Context: an optimization exercise on an open-source flow, tuned for small area, a short achievable clock period and few clock cycles. The choices shown serve that exercise and are no tape-out recipe. The RTL was checked by simulation tests, not by an equivalence proof against the original design. Power and IR drop assume default switching activity.

==> harbor: inputs <==
Design stcp_compress, start of the top module:
module stcp_compress (
    input  wire       clk,
    input  wire       rst,           
    input  wire       cmd_valid,
    output wire       cmd_ready,
    input  wire [1:0] cmd_op,        
    input  wire [1:0] cmd_plane,
    input  wire [1:0] cmd_mode,      
    input  wire [5:0] cmd_len,
    input  wire       in_valid,
    output reg        in_ready,
    input  wire [7:0] in_data,
    output wire       out_valid,
    input  wire       out_ready,
    output wire [7:0] out_data,
    output wire       res_valid,
    output wire [2:0] res_kind,
    output wire [5:0] res_len,
    output wire [7:0] res_dsize,
    output wire [7:0] res_psize,
    output wire       res_degraded,
    output wire       res_err,
    output wire       act_method
);
    localparam K_NONE = 3'd0, K_REPEAT = 3'd1, K_ALLZERO = 3'd2, K_DELTA = 3'd3,
               K_PACK = 3'd4, K_NOGAIN = 3'd5;
    localparam FD = 8;               
    integer k;
    reg  [4:0]   ph;
    reg  [255:0] ring0, ring1, ring2;
    reg  [5:0]   zcnt;               
    wire         zact = (zcnt != 6'd0);
    reg          act;                
    reg       cq_v, cq_row;
    reg [1:0] cq_op, cq_plane, cq_mode;
    reg [5:0] cq_len;
    assign cmd_ready = ~cq_v;
    reg       a_v, a_started;
    reg [1:0] a_plane, a_mode;
    reg [5:0] a_len, a_acc;
    reg [7:0] q0d, q1d;
    reg       q0v, q0f, q0l, q1v, q1f, q1l;
    reg        p_v, p_row, p_done;
    reg  [1:0] p_plane, p_mode;
    reg  [5:0] p_len;
  ...
Settings: LEC_CHECK=0, CAP_MARGIN=20, CORE_MARGIN=2, CORE_UTILIZATION=65, SETUP_SLACK_MARGIN=5, SLEW_MARGIN=20; clock period 8.5 ns.
run.sh (not shown) runs the stock make flow with config.mk's settings and CLKGATE_MAP_FILE= SYNTH_SCRIPT=/design/flow/synth_recipe.tcl, a recipe that flattens the netlist after the stock synthesis.
==> inputs of sierra, as changes to harbor <==
Settings changed: CORE_UTILIZATION 65 to 40, SETUP_SLACK_MARGIN 5 to default.
==> comparison table <==
metric                                                                harbor      sierra
Highest fanout seen on the critical path                                   4          20
Routed wl met2                                                       43.8 mm     30.8 mm
# Post-CTS Setup Buffers                                                  62           0
Count of fill cells added during filler insertion                       3162        8408
Width of the chip                                                     244 um      309 um
Run status                                  no timing/DRC/antenna violations  no timing/DRC/antenna violations
Share of cell area taken by flip-flops and latches                     57.6%       59.7%
Y dimension of the die                                                244 um      309 um
Final weighted congestion of routability-driven global placement       0.898       0.847
Slew Limit Headroom                                                    31.5%       30.6%
Routed metal-1 wire length                                           36.2 mm     35.4 mm
DR vias                                                                23500       21300
Final HPWL from detailed placement                                   48.9 mm     46.8 mm
Max Fclk                                                             231 MHz     185 MHz
Testbench counts of harbor, summed over its fixed seeds: cycles 123,028.
Testbench counts of sierra, summed over its fixed seeds: cycles 123,028.

========
==> branch nickel: inputs <==
stcp_compress, a different RTL version from the one above (not shown whole).
Settings: LEC_CHECK=0, CAP_MARGIN=20, CORE_MARGIN=2, CORE_UTILIZATION=65, CTS_CLUSTER_DIAMETER=100, CTS_CLUSTER_SIZE=30, SETUP_SLACK_MARGIN=5, SLEW_MARGIN=20; clock period 8.5 ns.
==> inputs of branch lagoon, as changes to branch nickel <==
--- a/flow/design.v
+++ b/flow/design.v
@@ -119,30 +119,32 @@
     end
     reg  [5:0] n_plen, n_pf;
     reg  [7:0] n_pval;
     reg  [1:0] n_pseg;
     reg        n_plit;
     wire       ps1 = (pseg == 2'd1), ps2 = (pseg == 2'd2);
     wire [2:0] cold = ps1 ? {2'b00, ~plit} + 3'd1 : ps2 ? {2'b00, ~plit} + 3'd2 : 3'd2;
-    wire [2:0] cnew = nz ? ((ps1 | ps2) ? 3'd1 : 3'd2) : 3'd0;
+    wire [2:0] cnz  = cold + ((ps1 | ps2) ? 3'd1 : 3'd2);    
+    wire [5:0] pfa  = plen + {3'd0, cold};                   
+    wire [5:0] pfb  = plen + {3'd0, cnz};
     always @(*) begin
         n_plen = plen; n_pval = pval; n_pseg = pseg; n_plit = plit; n_pf = pf;
         if (q0f) begin
             n_plen = 6'd0; n_pval = q0d; n_pseg = 2'd1; n_plit = 1'b0;
             n_pf = nz ? 6'd2 : 6'd0;
         end else if (eqp) begin
             n_pseg = (pseg == 2'd3) ? 2'd3 : pseg + 2'd1;
             if (nz) begin
                 if (ps1) n_pf = pf + 6'd1;
                 else if (ps2 & ~plit) n_pf = pf - 6'd1;
             end
         end else begin
-            n_plen = plen + {3'd0, cold};
+            n_plen = pfa;
             n_plit = ps1 | ps2;
-            n_pf   = plen + {3'd0, cold} + {3'd0, cnew};
+            n_pf   = nz ? pfb : pfa;
             n_pval = q0d;
             n_pseg = 2'd1;
         end
     end
     wire       has_d  = p_mode[0];                       
     wire       has_p  = p_mode[1];                       
     wire [5:0] plen_f = pf;
==> flow/flow/run.sh (new file) <==
#!/bin/bash
set -euo pipefail
sed 's/SETUP_SLACK_MARGIN=[^ ]*/SETUP_SLACK_MARGIN=5.5/' standard.sh > standard_m.sh
bash standard_m.sh > flow_make.log 2>&1
==> flow/standard.sh (new file) <==
#!/bin/bash
# synth_recipe.tcl (not shown) runs the flow's synth.tcl, then flattens the netlist and writes it again
# the make line also repeats each setting of config.mk as NAME=value (left out here)
make -C /OpenROAD-flow-scripts/flow DESIGN_CONFIG=/design/flow/config.mk WORK_HOME=/design/flow/orfs CLKGATE_MAP_FILE= SYNTH_SCRIPT=/design/flow/synth_recipe.tcl "${@:-finish}"
CTS_CLUSTER_SIZE = 25   (was 30)
removed: flow/run.sh
==> inputs of branch violet, as changes to branch nickel <==
CORE_UTILIZATION = 75   (was 65)
==> results_dict.tcl <==
set metrics [dict create \
    multi_input_area_um2 10700 \
    fin_ws_ns 5.44 \
    synth_common_cells "dfxtp_1, nor2_1, edfxtp_1, nand2_1, a21oi_1" \
    postCtsSetupRepairBufs 44 \
    max_freq_mhz 327 \
    power_mw 9.35 \
    met2_usage 0.473 \
    synth_cells 2894 \
    grt_start_max_net_pins 81 \
    first_pass_iters 5 \
    powerDensity_nw_per_um2 232 \
    path_class "reg2out" \
    postCtsResizedCells 228 \
    wl_per_cell_um 22.7 \
    status "complete, no violations" \
]
That was branch lagoon.
==> results_dict.tcl <==
set metrics [dict create \
    wl_per_cell_um 24.2 \
    multi_input_area_um2 9840 \
    synth_cells 2857 \
    fin_ws_ns 5.03 \
    clock_latency_ns 0.63 \
    synth_common_cells "dfxtp_1, nor2_1, edfxtp_1, nand2_1, o21ai_0" \
    status "complete, no violations" \
    first_pass_iters 6 \
    worstHoldStart "ring1[23]" \
    path_class "reg2reg" \
    synth_area_leaders "dfxtp_1, edfxtp_1, mux2i_1, ha_1, nor2_1" \
    max_freq_mhz 288 \
    met2_usage 0.589 \
    power_mw 9.06 \
    grt_start_max_net_pins 76 \
    postCtsResizedCells 19 \
    powerDensity_nw_per_um2 235 \
]
That was branch violet.
==> results_dict.tcl <==
set metrics [dict create \
    status "complete, no violations" \
    grt_setup_unrepaired "yes" \
    synthDominantCellAreaShare 0.533 \
    setup.worst_path.start_class "register" \
    multi_input_area_um2 9790 \
    max_freq_mhz 290 \
    die_area_um2 56700 \
    pwr-share-seq 0.653 \
    vias 20600 \
    power_mw 8.91 \
    grt_start_max_net_pins 76 \
    powerDensity_nw_per_um2 232 \
    synth_common_cells "dfxtp_1, nor2_1, edfxtp_1, nand2_1, o21ai_0" \
    met2_usage 0.408 \
    first_pass_iters 5 \
    postCtsResizedCells 20 \
    start_util 0.659 \
    postCtsSetupRepairBufs 3 \
]
That was branch nickel.
Testbench counts of branch nickel, summed over its fixed seeds: cycles 123,060.
Testbench counts of branch lagoon, summed over its fixed seeds: cycles 123,060.
Testbench counts of branch violet, summed over its fixed seeds: cycles 123,060.

==> what the ideal ports hide <==
In the flow no input, the clock included, has a driving cell. The finished layouts below were timed again as built, in two steps. Step 1 sets driving cells, clkbuf_16 on the clock port and buf_2 on the other inputs (assumed; they add their load-dependent delay and slew). Step 2 times the ports against the registers' clock, not the clock port: input delays grow and output delays shrink by t, the midpoint of the rising clock arrivals with the driver on. a / b / c = ideal / step 1 / step 2; a / b = the first two.
| run | t (ns) | setup slack, ns | worst setup path at the end | worst slew at a driven data input, ns |
|---|---|---|---|---|
| harbor | 0.721 | 4.172 / 4.193 / 3.472 | input to register | 0.09 |
| sierra | 0.731 | 3.086 / 3.121 / 2.390 | input to register | 0.07 |
| branch nickel | 0.665 | 5.052 / 4.992 / 4.456 | input to register | 0.05 |
| branch lagoon | 0.710 | 5.438 / 5.378 / 4.849 | input to register | 0.04 |
| branch violet | 0.680 | 5.026 / 5.026 / 4.507 | input to register | 0.04 |
After both steps setup and hold are still met in every run listed. For harbor, which loses most, drivers alone change the setup slack by +0.021 ns; drivers and shift together by -0.700 ns.
